What follows belongs to an exercise in optimizing a design on an open flow for small area, a short achievable clock period and few clock cycles; a production flow would make more cautious choices.
At most, simulation tests tie the RTL to the original design; equivalence was not proved.
Power is estimated from default activity; no workload was simulated.

==> 01-08: inputs <==
==> flow/design.v <==
module pov_core (
    input  wire        clk,
    input  wire        rst,           
    input  wire        cmd_valid,
    input  wire [39:0] cmd_word,
    output reg         cmd_ready,
    output reg         resp_valid,
    output wire [7:0]  resp_code,
    input  wire        tick_valid,
    output reg         tick_ready,
    output reg         led_data,
    output reg         led_clk,
    output reg         led_latch,
    output wire        led_oe,
    output reg  [3:0]  coil,
    output reg  [31:0] step_delay_ms,
    output reg         timer_armed
);
    assign led_oe = 1'b0;
    reg [127:0] ring;           
    reg [3:0]   rot;
    reg         clr;            
    reg [3:0]   write_end, read_front, read_back;
    reg [4:0]   pixel_step;     
    reg         pwrap;          
    reg         pb2;            
    reg [4:0]   highlighted;
    reg         underrun, dneg;
    reg [2:0]   phase_index;
    reg [3:0]   fsh;            
    reg [3:0]   bsh;            
    wire        halted = ~timer_armed;
    reg         busy;
    reg [3:0]   cyc;
    reg         tgo;            
    reg [6:0]   sh;
    reg         cw;             
    reg [3:0]   cnext;          
    reg         p_ophz;         
    reg [2:0]   p_op;           
    reg         p_zx;           
    reg         p_zf;           
    reg         p_zb1;          
    reg         p_z0h;          
    reg         p_a0;           
    reg         p_neg;          
    reg         p_e0;           
    reg         p_eff;          
    reg         p_elt;          
    reg         p_egt;          
    reg         p_lgt;          
    reg         rc7, rc1, rc0;
    assign resp_code = {rc7, 5'b00000, rc1, rc0};
    reg [24:0]  dm;
    reg [24:0]  dr;
    reg [2:0]   dj;             
    reg         dneg_r;         
    reg         dcy;            
    reg         dtop;           
    reg [5:0]   dcnt;           
    reg         drun;
    reg         dovf;           
    wire cmd_acc  = cmd_ready;
    wire tick_acc = tick_valid & tick_ready;
    wire c15 = busy & (cyc == 4'd15);
    wire busy_n = tgo | (busy & ~c15);
    wire [3:0] cyc_n = tgo ? 4'd0 : cyc + 4'd1;
    reg        front_on, back_on;
    wire [4:0] back_step = (pixel_step >= 5'd3) ? pixel_step - 5'd3 : pixel_step + 5'd23;
    wire [3:0] fb = front_on ? fsh : 4'd0;
    wire [3:0] bb = back_on  ? bsh : 4'd0;
    wire [7:0] frame = {bb[3], fb[3], bb[2], fb[2], bb[1], fb[1], bb[0], fb[0]};
    wire       f_eq_w = (read_front == write_end);
    wire       fadv   = pwrap & ~f_eq_w;
    wire       ur_n   = underrun | (pwrap & f_eq_w);
    wire       badv   = pb2 & ~underrun;    
    reg [3:0] phase_pattern;
    always @(*) begin
        case (phase_index)
            3'd0: phase_pattern = 4'b0001;
            3'd1: phase_pattern = 4'b0011;
            3'd2: phase_pattern = 4'b0010;
            3'd3: phase_pattern = 4'b0110;
            3'd4: phase_pattern = 4'b0100;
            3'd5: phase_pattern = 4'b1100;
            3'd6: phase_pattern = 4'b1000;
            default: phase_pattern = 4'b1001;
        endcase
    end
    wire [7:0]  op  = cmd_word[39:32];
    wire [31:0] arg = cmd_word[31:0];
    wire [7:0]  sp_e = arg[30:23];
    wire        op1 = (op == 8'h01);
    wire        is1 = p_ophz & (p_op == 3'd1);
    wire        is2 = p_ophz & (p_op == 3'd2);
    wire        is3 = p_ophz & (p_op == 3'd3);
    wire        is4 = p_ophz & (p_op == 3'd4);
    wire        is5 = p_ophz & (p_op == 3'd5);
    wire        zhi   = p_zx & p_zf & p_zb1;             
    wire        z31_1 = zhi & p_z0h;                     
    wire        fz    = p_zf & p_zb1 & p_z0h & ~p_a0;    
    wire        sp_ok = ~p_neg & ~p_eff & ~(p_e0 & fz);
    wire        bad = (is1 & ~zhi) |
                      (is2 & ~z31_1) |
                      (is4 & ~sp_ok) |
                      (is5 & ~(z31_1 & ~p_a0));
    wire        illegal = ~(is1 | is2 | is3 | is4 | is5);
    wire        d_push = is1 & zhi;
    wire        d_dir  = is2 & z31_1;
    wire        d_hl   = is3;
    wire        d_hlsat = ~zhi | p_lgt;
    wire        d_sat  = is4 & sp_ok & p_elt;
    wire        d_zero = is4 & sp_ok & p_egt;
    wire        d_div  = is4 & sp_ok & ~p_elt & ~p_egt;
    wire        d_shut = is5 & z31_1 & ~p_a0;
    wire full    = (tgo & fadv) ? (read_front == write_end + 4'd1)
                                : (read_front == write_end + 4'd2);
    wire live    = cmd_acc & ~halted;
    wire [4:0] hl_n = (live & d_hl) ? (d_hlsat ? 5'd26 : arg[4:0]) : highlighted;
    wire push_ok = live & d_push & ~full;
    wire div_go  = live & d_div;
    wire d4      = (dj == 3'd4);
    wire dsat    = drun & d4 & (dcnt == 6'd34) & ~dsum[4];
    wire dlast   = drun & d4 & (dcnt == 6'd2);
    wire [4:0]  da   = {dr[3:0], dtop};
    wire [4:0]  db   = dneg_r ? dm[4:0] : ~dm[4:0];
    wire [5:0]  dsum = {1'b0, da} + {1'b0, db} + {5'd0, dcy};
    wire [7:0] p15d = push_ok ? arg[7:0] : (clr ? 8'd0 : ring[7:0]);
    wire       fcap = (tgo & fadv) ? (rot == read_front + 4'd1) : (rot == read_front);
    wire       bcap = (tgo & badv) ? (rot == read_back + 4'd1)  : (rot == read_back);
    wire div_busy_n = div_go | (drun & ~dlast);    
    wire tslot_n    = ~busy_n | (cyc_n[3:1] == 3'b111);
    wire cmd_rdy_n  = cmd_valid & ~cmd_acc & ~div_busy_n &
                      (~op1 | (rot + 4'd1 == write_end));
    wire tick_rdy_n = tslot_n & ~tick_acc;
    always @(posedge clk) begin
        ring <= {p15d, ring[127:8]};
        dr   <= cmd_ready ? 25'h0753000 : {dsum[4:0], dr[24:5]};
        dm   <= cmd_ready ? {2'b01, arg[22:0]} : {dm[4:0], dm[24:5]};
        dj   <= (cmd_ready | d4) ? 3'd0 : dj + 3'd1;
        dcy  <= cmd_ready | (d4 ? ~dsum[4] : dsum[5]);
        dtop <= ~cmd_ready & ~d4 & dr[4];
        if (cmd_ready)
            dneg_r <= 1'b0;
        else if (d4)
            dneg_r <= dsum[4];
        if (cmd_ready)
            dcnt <= arg[28:23];
        else if (d4)
            dcnt <= dcnt + 6'd1;
        p_ophz <= (op[7:3] == 5'd0);
        p_op   <= op[2:0];
        p_zx   <= (arg[31:23] == 9'd0);
        p_zf   <= (arg[22:16] == 7'd0);
        p_zb1  <= (arg[15:8] == 8'd0);
        p_z0h  <= (arg[7:1] == 7'd0);
        p_a0   <= arg[0];
        p_neg  <= arg[31];
        p_e0   <= (sp_e == 8'd0);
        p_eff  <= (sp_e == 8'hFF);
        p_elt  <= (sp_e < 8'd98);
        p_egt  <= (sp_e > 8'd130);
        p_lgt  <= (arg[7:0] > 8'd26);
        cyc <= cyc_n;
        front_on <= (pixel_step <= hl_n);
        back_on  <= (back_step <= hl_n);
        if (cmd_acc & ~rst) begin
            if (halted)
                {rc7, rc1, rc0} <= 3'b110;
            else if (d_push & full)
                {rc7, rc1, rc0} <= 3'b001;
            else
                {rc7, rc1, rc0} <= {bad | illegal, 1'b0, bad};
        end
        if (tgo)
            cw <= ~ur_n;
        if (c15)
            cnext <= cw ? phase_pattern : coil;
        if (tgo)
            sh <= frame[6:0];
        else if (busy & cyc[0])
            sh <= {sh[5:0], 1'b0};
        if (rst) begin
            rot           <= 4'd0;
            clr           <= 1'b1;
            write_end     <= 4'd0;
            read_front    <= 4'd0;
            read_back     <= 4'd15;
            pixel_step    <= 5'd0;
            pwrap         <= 1'b0;
            pb2           <= 1'b0;
            highlighted   <= 5'd0;
            underrun      <= 1'b0;
            dneg          <= 1'b0;
            phase_index   <= 3'd0;
            fsh           <= 4'd0;
            bsh           <= 4'd0;
            timer_armed   <= 1'b1;
            step_delay_ms <= 32'd0;
            busy          <= 1'b0;
            tgo           <= 1'b0;
            led_data      <= 1'b0;
            led_clk       <= 1'b0;
            led_latch     <= 1'b0;
            coil          <= 4'd0;
            cmd_ready     <= 1'b0;
            tick_ready    <= 1'b0;
            resp_valid    <= 1'b0;
            drun          <= 1'b0;
            dovf          <= 1'b0;
        end else begin
            rot <= rot + 4'd1;
            if (rot == 4'd15)
                clr <= 1'b0;
            cmd_ready  <= cmd_rdy_n;
            tick_ready <= tick_rdy_n;
            if (fcap) fsh <= {p15d[6], p15d[4], p15d[2], p15d[0]};
            if (bcap) bsh <= {p15d[7], p15d[5], p15d[3], p15d[1]};
            resp_valid <= (cmd_acc & ~div_go) | dlast | dovf;
            dovf       <= dsat;
            if (push_ok)
                write_end <= write_end + 4'd1;
            if (live & d_dir)
                dneg <= arg[0];
            if (live & d_hl)
                highlighted <= hl_n;
            if (live & d_shut)
                timer_armed <= 1'b0;
            if (live & d_sat)
                step_delay_ms <= 32'hFFFF_FFFF;
            else if (live & (d_zero | d_div))
                step_delay_ms <= 32'd0;
            else if (drun & d4)
                step_delay_ms <= {step_delay_ms[30:0], ~dsum[4]};
            if (dovf)
                step_delay_ms <= 32'hFFFF_FFFF;
            if (div_go)
                drun <= 1'b1;
            else if (dlast | dsat)
                drun <= 1'b0;
            tgo <= tick_acc & ~halted & ~(live & d_shut);
            if (tgo) begin
                phase_index <= dneg ? phase_index - 3'd1 : phase_index + 3'd1;
                pixel_step  <= pwrap ? 5'd0 : pixel_step + 5'd1;
                pwrap       <= (pixel_step == 5'd24);
                pb2         <= (pixel_step == 5'd1);
                if (fadv)
                    read_front <= read_front + 4'd1;
                underrun <= ur_n;    
                if (badv)
                    read_back <= read_back + 4'd1;
            end
            if (push_ok)
                underrun <= 1'b0;
            led_latch <= c15;
            busy <= busy_n;
            if (tgo) begin
                led_clk  <= 1'b0;
                led_data <= frame[7];
            end else if (busy) begin
                if (!cyc[0]) begin
                    led_clk <= 1'b1;
                end else begin
                    led_clk <= 1'b0;
                    if (!c15)
                        led_data <= sh[6];
                end
            end
            if (led_latch)
                coil <= cnext;
        end
    end
endmodule
==> flow/flow/run.sh <==
#!/bin/bash
# The standard layout (the standard.sh), with every input and output
# port buffered by a plain buffer cell instead of the default choice.
set -e
export BUFFER_PORTS_ARGS="-buffer_cell sky130_fd_sc_hd__buf_1"
bash standard.sh > standard.log 2>&1
==> flow/standard.sh <==
#!/bin/bash
# synth_recipe.tcl (not shown) runs the flow's synth.tcl, then flattens the netlist and writes it again
# the make line also repeats each setting of config.mk as NAME=value (left out here)
make -C /OpenROAD-flow-scripts/flow DESIGN_CONFIG=/design/flow/config.mk WORK_HOME=/design/flow/orfs CLKGATE_MAP_FILE= SYNTH_SCRIPT=/design/flow/synth_recipe.tcl "${@:-finish}"
==> flow/config.mk <==
export PLATFORM = sky130hd
export DESIGN_NAME = pov_core
export DESIGN_NICKNAME = pov_core
export VERILOG_FILES = /design/flow/design.v
export SDC_FILE = /design/flow/constraint.sdc
export NUM_CORES = 4
export LEC_CHECK = 0
export CAP_MARGIN = 20
export CORE_MARGIN = 2
export CORE_UTILIZATION = 40
export CTS_CLUSTER_DIAMETER = 100
export CTS_CLUSTER_SIZE = 25
export PLACE_DENSITY = 0.6
export SETUP_SLACK_MARGIN = 4.15
export SLEW_MARGIN = 20
==> flow/constraint.sdc <==
create_clock -name core_clock -period 6.5 [get_ports {clk}]
set_input_delay 1.3000 -clock core_clock [delete_from_list [all_inputs] [get_ports {clk}]]
set_output_delay 1.3000 -clock core_clock [all_outputs]
set_load 0.01 [all_outputs]
==> 11-20: changes against 01-08 <==
==> flow/design.v, changed modules only <==
module pov_core (
    input  wire        clk,
    input  wire        rst,           
    input  wire        cmd_valid,
    input  wire [39:0] cmd_word,
    output reg         cmd_ready,
    output reg         resp_valid,
    output wire [7:0]  resp_code,
    input  wire        tick_valid,
    output reg         tick_ready,
    output reg         led_data,
    output reg         led_clk,
    output reg         led_latch,
    output wire        led_oe,
    output reg  [3:0]  coil,
    output reg  [31:0] step_delay_ms,
    output reg         timer_armed
);
    assign led_oe = 1'b0;
    reg [127:0] ring;           
    reg [3:0]   rot;
    reg         clr;            
    reg [3:0]   write_end, read_front, read_back;
    reg [4:0]   pixel_step;     
    reg         pwrap;          
    reg         pb2;            
    reg [4:0]   highlighted;
    reg         underrun, dneg;
    reg [2:0]   phase_index;
    reg [3:0]   bsh;            
    wire        halted = ~timer_armed;
    reg         busy;
    reg [3:0]   cyc;
    reg         tgo;            
    reg [6:0]   sh;
    reg         cw;             
    reg         cwp;            
    reg         dirp;           
    reg         tgo2;           
    reg         p_ophz;         
    reg [2:0]   p_op;           
    reg         p_zx;           
    reg         p_zf;           
    reg         p_zb1;          
    reg         p_z0h;          
    reg         p_a0;           
    reg         p_neg;          
    reg         p_e0;           
    reg         p_eff;          
    reg         p_elt;          
    reg         p_egt;          
    reg         p_lgt;          
    reg         rc7, rc1, rc0;
    assign resp_code = {rc7, 5'b00000, rc1, rc0};
    reg [24:0]  dm;
    reg [24:0]  dr;
    reg [2:0]   dj;             
    reg         dneg_r;         
    reg         dcy;            
    reg         dtop;           
    reg [5:0]   dcnt;           
    reg         drun;
    reg         dovf;           
    reg  crdy;
    wire cmd_acc  = crdy;
    wire tick_acc = tick_valid & tick_ready;
    wire c15 = busy & (cyc == 4'd15);
    wire busy_n = tgo | (busy & ~c15);
    wire [3:0] cyc_n = tgo ? 4'd0 : cyc + 4'd1;
    wire       front_on = (pixel_step <= highlighted);
    wire [4:0] back_step = (pixel_step >= 5'd3) ? pixel_step - 5'd3 : pixel_step + 5'd23;
    wire       back_on  = (back_step <= highlighted);
    wire [3:0] fb = (front_on & ~clr) ? {ring[6], ring[4], ring[2], ring[0]} : 4'd0;
    wire [3:0] bb = back_on  ? bsh : 4'd0;
    wire [7:0] frame = {bb[3], fb[3], bb[2], fb[2], bb[1], fb[1], bb[0], fb[0]};
    wire       f_eq_w = (read_front == write_end);
    wire       fadv   = pwrap & ~f_eq_w;
    wire       ur_n   = underrun | (pwrap & f_eq_w);
    wire       badv   = pb2 & ~underrun;    
    reg [3:0] phase_pattern;
    always @(*) begin
        case (phase_index)
            3'd0: phase_pattern = 4'b0001;
            3'd1: phase_pattern = 4'b0011;
            3'd2: phase_pattern = 4'b0010;
            3'd3: phase_pattern = 4'b0110;
            3'd4: phase_pattern = 4'b0100;
            3'd5: phase_pattern = 4'b1100;
            3'd6: phase_pattern = 4'b1000;
            default: phase_pattern = 4'b1001;
        endcase
    end
    wire [7:0]  op  = cmd_word[39:32];
    wire [31:0] arg = cmd_word[31:0];
    wire [7:0]  sp_e = arg[30:23];
    wire        op1 = (op == 8'h01);
    wire        is1 = p_ophz & (p_op == 3'd1);
    wire        is2 = p_ophz & (p_op == 3'd2);
    wire        is3 = p_ophz & (p_op == 3'd3);
    wire        is4 = p_ophz & (p_op == 3'd4);
    wire        is5 = p_ophz & (p_op == 3'd5);
    wire        zhi   = p_zx & p_zf & p_zb1;             
    wire        z31_1 = zhi & p_z0h;                     
    wire        fz    = p_zf & p_zb1 & p_z0h & ~p_a0;    
    wire        sp_ok = ~p_neg & ~p_eff & ~(p_e0 & fz);
    wire        bad = (is1 & ~zhi) |
                      (is2 & ~z31_1) |
                      (is4 & ~sp_ok) |
                      (is5 & ~(z31_1 & ~p_a0));
    wire        illegal = ~(is1 | is2 | is3 | is4 | is5);
    wire        d_push = is1 & zhi;
    wire        d_dir  = is2 & z31_1;
    wire        d_hl   = is3;
    wire        d_hlsat = ~zhi | p_lgt;
    wire        d_sat  = is4 & sp_ok & p_elt;
    wire        d_zero = is4 & sp_ok & p_egt;
    wire        d_div  = is4 & sp_ok & ~p_elt & ~p_egt;
    wire        d_shut = is5 & z31_1 & ~p_a0;
    wire full    = (tgo & fadv) ? (read_front == write_end + 4'd1)
                                : (read_front == write_end + 4'd2);
    wire live    = cmd_acc & ~halted;
    wire push_ok = live & d_push & ~full;
    wire div_go  = live & d_div;
    wire d4      = (dj == 3'd4);
    wire dsat    = drun & d4 & (dcnt == 6'd34) & ~dsum[4];
    wire dlast   = drun & d4 & (dcnt == 6'd2);
    wire [4:0]  da   = {dr[3:0], dtop};
    wire [4:0]  db   = dneg_r ? dm[4:0] : ~dm[4:0];
    wire [5:0]  dsum = {1'b0, da} + {1'b0, db} + {5'd0, dcy};
    wire [7:0] p15d = push_ok ? arg[7:0] : (clr ? 8'd0 : ring[7:0]);
    wire [3:0] rf_n = (tgo & fadv) ? read_front + 4'd1 : read_front;
    wire       bcap = (tgo & badv) ? (rot == read_back + 4'd1)  : (rot == read_back);
    wire div_busy_n = div_go | (drun & ~dlast);    
    wire tslot_n    = ~busy_n | (cyc_n[3:1] == 3'b111);
    wire cmd_rdy_n  = cmd_valid & ~cmd_acc & ~div_busy_n &
                      (~op1 | (rot + 4'd1 == write_end));
    wire tick_rdy_n = tslot_n & ~tick_acc & (rot + 4'd2 == rf_n);
    always @(posedge clk) begin
        ring <= {p15d, ring[127:8]};
        dr   <= crdy ? 25'h0753000 : {dsum[4:0], dr[24:5]};
        dm   <= crdy ? {2'b01, arg[22:0]} : {dm[4:0], dm[24:5]};
        dj   <= (crdy | d4) ? 3'd0 : dj + 3'd1;
        dcy  <= crdy | (d4 ? ~dsum[4] : dsum[5]);
        dtop <= ~crdy & ~d4 & dr[4];
        if (crdy)
            dneg_r <= 1'b0;
        else if (d4)
            dneg_r <= dsum[4];
        if (crdy)
            dcnt <= arg[28:23];
        else if (d4)
            dcnt <= dcnt + 6'd1;
        p_ophz <= (op[7:3] == 5'd0);
        p_op   <= op[2:0];
        p_zx   <= (arg[31:23] == 9'd0);
        p_zf   <= (arg[22:16] == 7'd0);
        p_zb1  <= (arg[15:8] == 8'd0);
        p_z0h  <= (arg[7:1] == 7'd0);
        p_a0   <= arg[0];
        p_neg  <= arg[31];
        p_e0   <= (sp_e == 8'd0);
        p_eff  <= (sp_e == 8'hFF);
        p_elt  <= (sp_e < 8'd98);
        p_egt  <= (sp_e > 8'd130);
        p_lgt  <= (arg[7:0] > 8'd26);
        cyc <= cyc_n;
        if (cmd_acc & ~rst) begin
            if (halted)
                {rc7, rc1, rc0} <= 3'b110;
            else if (d_push & full)
                {rc7, rc1, rc0} <= 3'b001;
            else
                {rc7, rc1, rc0} <= {bad | illegal, 1'b0, bad};
        end
        if (tgo) begin
            cw   <= ~ur_n;
            cwp  <= cw;
            dirp <= dneg;
        end
        if (tgo)
            sh <= frame[6:0];
        else if (busy & cyc[0])
            sh <= {sh[5:0], 1'b0};
        if (rst) begin
            rot           <= 4'd0;
            clr           <= 1'b1;
            write_end     <= 4'd0;
            read_front    <= 4'd0;
            read_back     <= 4'd15;
            pixel_step    <= 5'd0;
            pwrap         <= 1'b0;
            pb2           <= 1'b0;
            highlighted   <= 5'd0;
            underrun      <= 1'b0;
            dneg          <= 1'b0;
            phase_index   <= 3'd0;
            bsh           <= 4'd0;
            timer_armed   <= 1'b1;
            step_delay_ms <= 32'd0;
            busy          <= 1'b0;
            tgo           <= 1'b0;
            tgo2          <= 1'b0;
            led_data      <= 1'b0;
            led_clk       <= 1'b0;
            led_latch     <= 1'b0;
            coil          <= 4'd0;
            cmd_ready     <= 1'b0;
            crdy          <= 1'b0;
            tick_ready    <= 1'b0;
            resp_valid    <= 1'b0;
            drun          <= 1'b0;
            dovf          <= 1'b0;
        end else begin
            rot <= rot + 4'd1;
            if (rot == 4'd15)
                clr <= 1'b0;
            crdy       <= cmd_rdy_n;
            cmd_ready  <= cmd_valid & ~cmd_ready & ~div_busy_n &
                          (~op1 | (rot + 4'd1 == write_end));
            tick_ready <= tick_rdy_n;
            if (bcap) bsh <= {p15d[7], p15d[5], p15d[3], p15d[1]};
            resp_valid <= (cmd_acc & ~div_go) | dlast | dovf;
            dovf       <= dsat;
            if (push_ok)
                write_end <= write_end + 4'd1;
            if (live & d_dir)
                dneg <= arg[0];
            if (live & d_hl)
                highlighted <= d_hlsat ? 5'd26 : arg[4:0];
            if (live & d_shut)
                timer_armed <= 1'b0;
            if (live & d_sat)
                step_delay_ms <= 32'hFFFF_FFFF;
            else if (live & (d_zero | d_div))
                step_delay_ms <= 32'd0;
            else if (drun & d4)
                step_delay_ms <= {step_delay_ms[30:0], ~dsum[4]};
            if (dovf)
                step_delay_ms <= 32'hFFFF_FFFF;
            if (div_go)
                drun <= 1'b1;
            else if (dlast | dsat)
                drun <= 1'b0;
            tgo <= tick_acc & ~halted & ~(live & d_shut);
            if (tgo) begin
                pixel_step  <= pwrap ? 5'd0 : pixel_step + 5'd1;
                pwrap       <= (pixel_step == 5'd24);
                pb2         <= (pixel_step == 5'd1);
                if (fadv)
                    read_front <= read_front + 4'd1;
                underrun <= ur_n;    
                if (badv)
                    read_back <= read_back + 4'd1;
            end
            if (push_ok)
                underrun <= 1'b0;
            led_latch <= c15;
            busy <= busy_n;
            if (tgo) begin
                led_clk  <= 1'b0;
                led_data <= frame[7];
            end else if (busy) begin
                if (!cyc[0]) begin
                    led_clk <= 1'b1;
                end else begin
                    led_clk <= 1'b0;
                    if (!c15)
                        led_data <= sh[6];
                end
            end
            tgo2 <= tgo;
            if (tgo2)
                phase_index <= dirp ? phase_index - 3'd1 : phase_index + 3'd1;
            if (led_latch & (tgo2 ? cwp : cw))
                coil <= phase_pattern;
        end
    end
endmodule
- CORE_UTILIZATION: 40 -> 50
- PLACE_DENSITY: 0.6 -> 0.65
- SETUP_SLACK_MARGIN: 4.15 -> 4.0
==> 06-06: changes against 01-08 <==
--- a/flow/design.v
+++ b/flow/design.v
@@ -29,3 +29,2 @@
     reg [2:0]   phase_index;
-    reg [3:0]   fsh;            
     reg [3:0]   bsh;            
@@ -62,3 +61,3 @@
     reg         dovf;           
-    wire cmd_acc  = cmd_ready;
+    wire cmd_acc  = cmd_valid & cmd_ready;
     wire tick_acc = tick_valid & tick_ready;
@@ -67,5 +66,6 @@
     wire [3:0] cyc_n = tgo ? 4'd0 : cyc + 4'd1;
-    reg        front_on, back_on;
+    wire       front_on = (pixel_step <= highlighted);
     wire [4:0] back_step = (pixel_step >= 5'd3) ? pixel_step - 5'd3 : pixel_step + 5'd23;
-    wire [3:0] fb = front_on ? fsh : 4'd0;
+    wire       back_on  = (back_step <= highlighted);
+    wire [3:0] fb = (front_on & ~clr) ? {ring[6], ring[4], ring[2], ring[0]} : 4'd0;
     wire [3:0] bb = back_on  ? bsh : 4'd0;
@@ -118,3 +118,2 @@
     wire live    = cmd_acc & ~halted;
-    wire [4:0] hl_n = (live & d_hl) ? (d_hlsat ? 5'd26 : arg[4:0]) : highlighted;
     wire push_ok = live & d_push & ~full;
@@ -128,3 +127,3 @@
     wire [7:0] p15d = push_ok ? arg[7:0] : (clr ? 8'd0 : ring[7:0]);
-    wire       fcap = (tgo & fadv) ? (rot == read_front + 4'd1) : (rot == read_front);
+    wire [3:0] rf_n = (tgo & fadv) ? read_front + 4'd1 : read_front;
     wire       bcap = (tgo & badv) ? (rot == read_back + 4'd1)  : (rot == read_back);
@@ -134,3 +133,3 @@
                       (~op1 | (rot + 4'd1 == write_end));
-    wire tick_rdy_n = tslot_n & ~tick_acc;
+    wire tick_rdy_n = tslot_n & ~tick_acc & (rot + 4'd2 == rf_n);
     always @(posedge clk) begin
@@ -164,4 +163,2 @@
         cyc <= cyc_n;
-        front_on <= (pixel_step <= hl_n);
-        back_on  <= (back_step <= hl_n);
         if (cmd_acc & ~rst) begin
@@ -195,3 +192,2 @@
             phase_index   <= 3'd0;
-            fsh           <= 4'd0;
             bsh           <= 4'd0;
@@ -216,3 +212,2 @@
             tick_ready <= tick_rdy_n;
-            if (fcap) fsh <= {p15d[6], p15d[4], p15d[2], p15d[0]};
             if (bcap) bsh <= {p15d[7], p15d[5], p15d[3], p15d[1]};
@@ -225,3 +220,3 @@
             if (live & d_hl)
-                highlighted <= hl_n;
+                highlighted <= d_hlsat ? 5'd26 : arg[4:0];
             if (live & d_shut)
- SETUP_SLACK_MARGIN: 4.15 -> 4.0
==> qor summary <==
item                                                                               01-08                    11-20                    06-06
Post-synthesis adder-cell area fraction                                            4.17%                    4.51%                    4.46%
Total number of vias                                                               6,982                    6,452                    6,537
Sequential fraction of the synthesis area                                          59.9%                    61.8%                    61.4%
Multi-input gates                                                                    616                      537                      538
Switching power                                                               0.000927 W               0.000874 W               0.000883 W
Synth top area share                                                               54.1%                    56.3%                    55.3%
Result of the run                                                complete, no violations  complete, no violations  complete, no violations
Clock latency on the worst-skew pair                                              510 ps                   500 ps                   500 ps
Upper clock frequency limit                                                    0.414 GHz                0.416 GHz                0.413 GHz
Clock net power                                                                0.00108 W                0.00104 W                0.00106 W
Final non-clock buffer share                                                       6.07%                    3.92%                    4.83%
Number of standard cells in the layout, taps in and fillers out                    1,458                    1,266                    1,344
Worst Setup Slack post-DPL                                                       3540 ps                  3570 ps                  3520 ps
Cell area after technology mapping                                           0.0109 mm^2              0.0103 mm^2              0.0104 mm^2
Global-route wire length before repair                                         33,900 um                29,300 um                30,700 um
Die Span Y                                                                        169 um                   148 um                   165 um
Count of buffers added by post-CTS timing repair for setup                            13                        0                        0
Setup repair after global routing missed its margin                                  yes                      yes                       no
Signal buffers                                                                       121                      102                      110
Inverters                                                                             42                       23                       29
Sequential fraction of total cell area                                             52.0%                    55.6%                    54.6%
Worst slew margin relative to its limit                                            61.1%                    54.9%                    49.9%
Share of total power in combinational logic                                        13.4%                    12.7%                    12.1%
Power share of the sequential group                                                58.0%                    58.7%                    58.7%
Met1 usage in global routing                                                       20.9%                    24.3%                    20.4%
Testbench counts of 06-06, summed over its fixed seeds: cycles 61,728.
No functional check of the RTL was part of 01-08 and 11-20.

==> what the ideal ports hide <==
How much do the figures lean on ideal ports? The routed layouts below were timed once more, with nothing changed but the port constraints. Step 1 assumes that a clkbuf_16 drives the clock port and a buf_2 every other input. Step 2 moves the port delays by t, midway between the first and last clock arrival at a register: inputs arrive t later, outputs are due t later. That takes back most of the time a late clock gives input paths. Three values: ideal ports, drivers, drivers and shift; two values: the first two.
run | shift t [ns] | slack for setup (ns) | hold slack, ns | latest minus earliest clock arrival (ns) | cell pins on the clock port's net
01-08 | 0.548 | 4.086 / 4.048 / 3.652 | 0.323 / 0.323 / 0.323 | 0.019 / 0.018 | 1
11-20 | 0.537 | 4.095 / 4.049 / 3.642 | 0.322 / 0.322 / 0.322 | 0.021 / 0.020 | 1
06-06 | 0.537 | 4.076 / 4.031 / 3.616 | 0.313 / 0.313 / 0.313 | 0.022 / 0.022 | 1
After both steps setup and hold are still met in every run listed. For 06-06, which loses most, drivers alone change the setup slack by -0.045 ns; drivers and shift together by -0.460 ns.
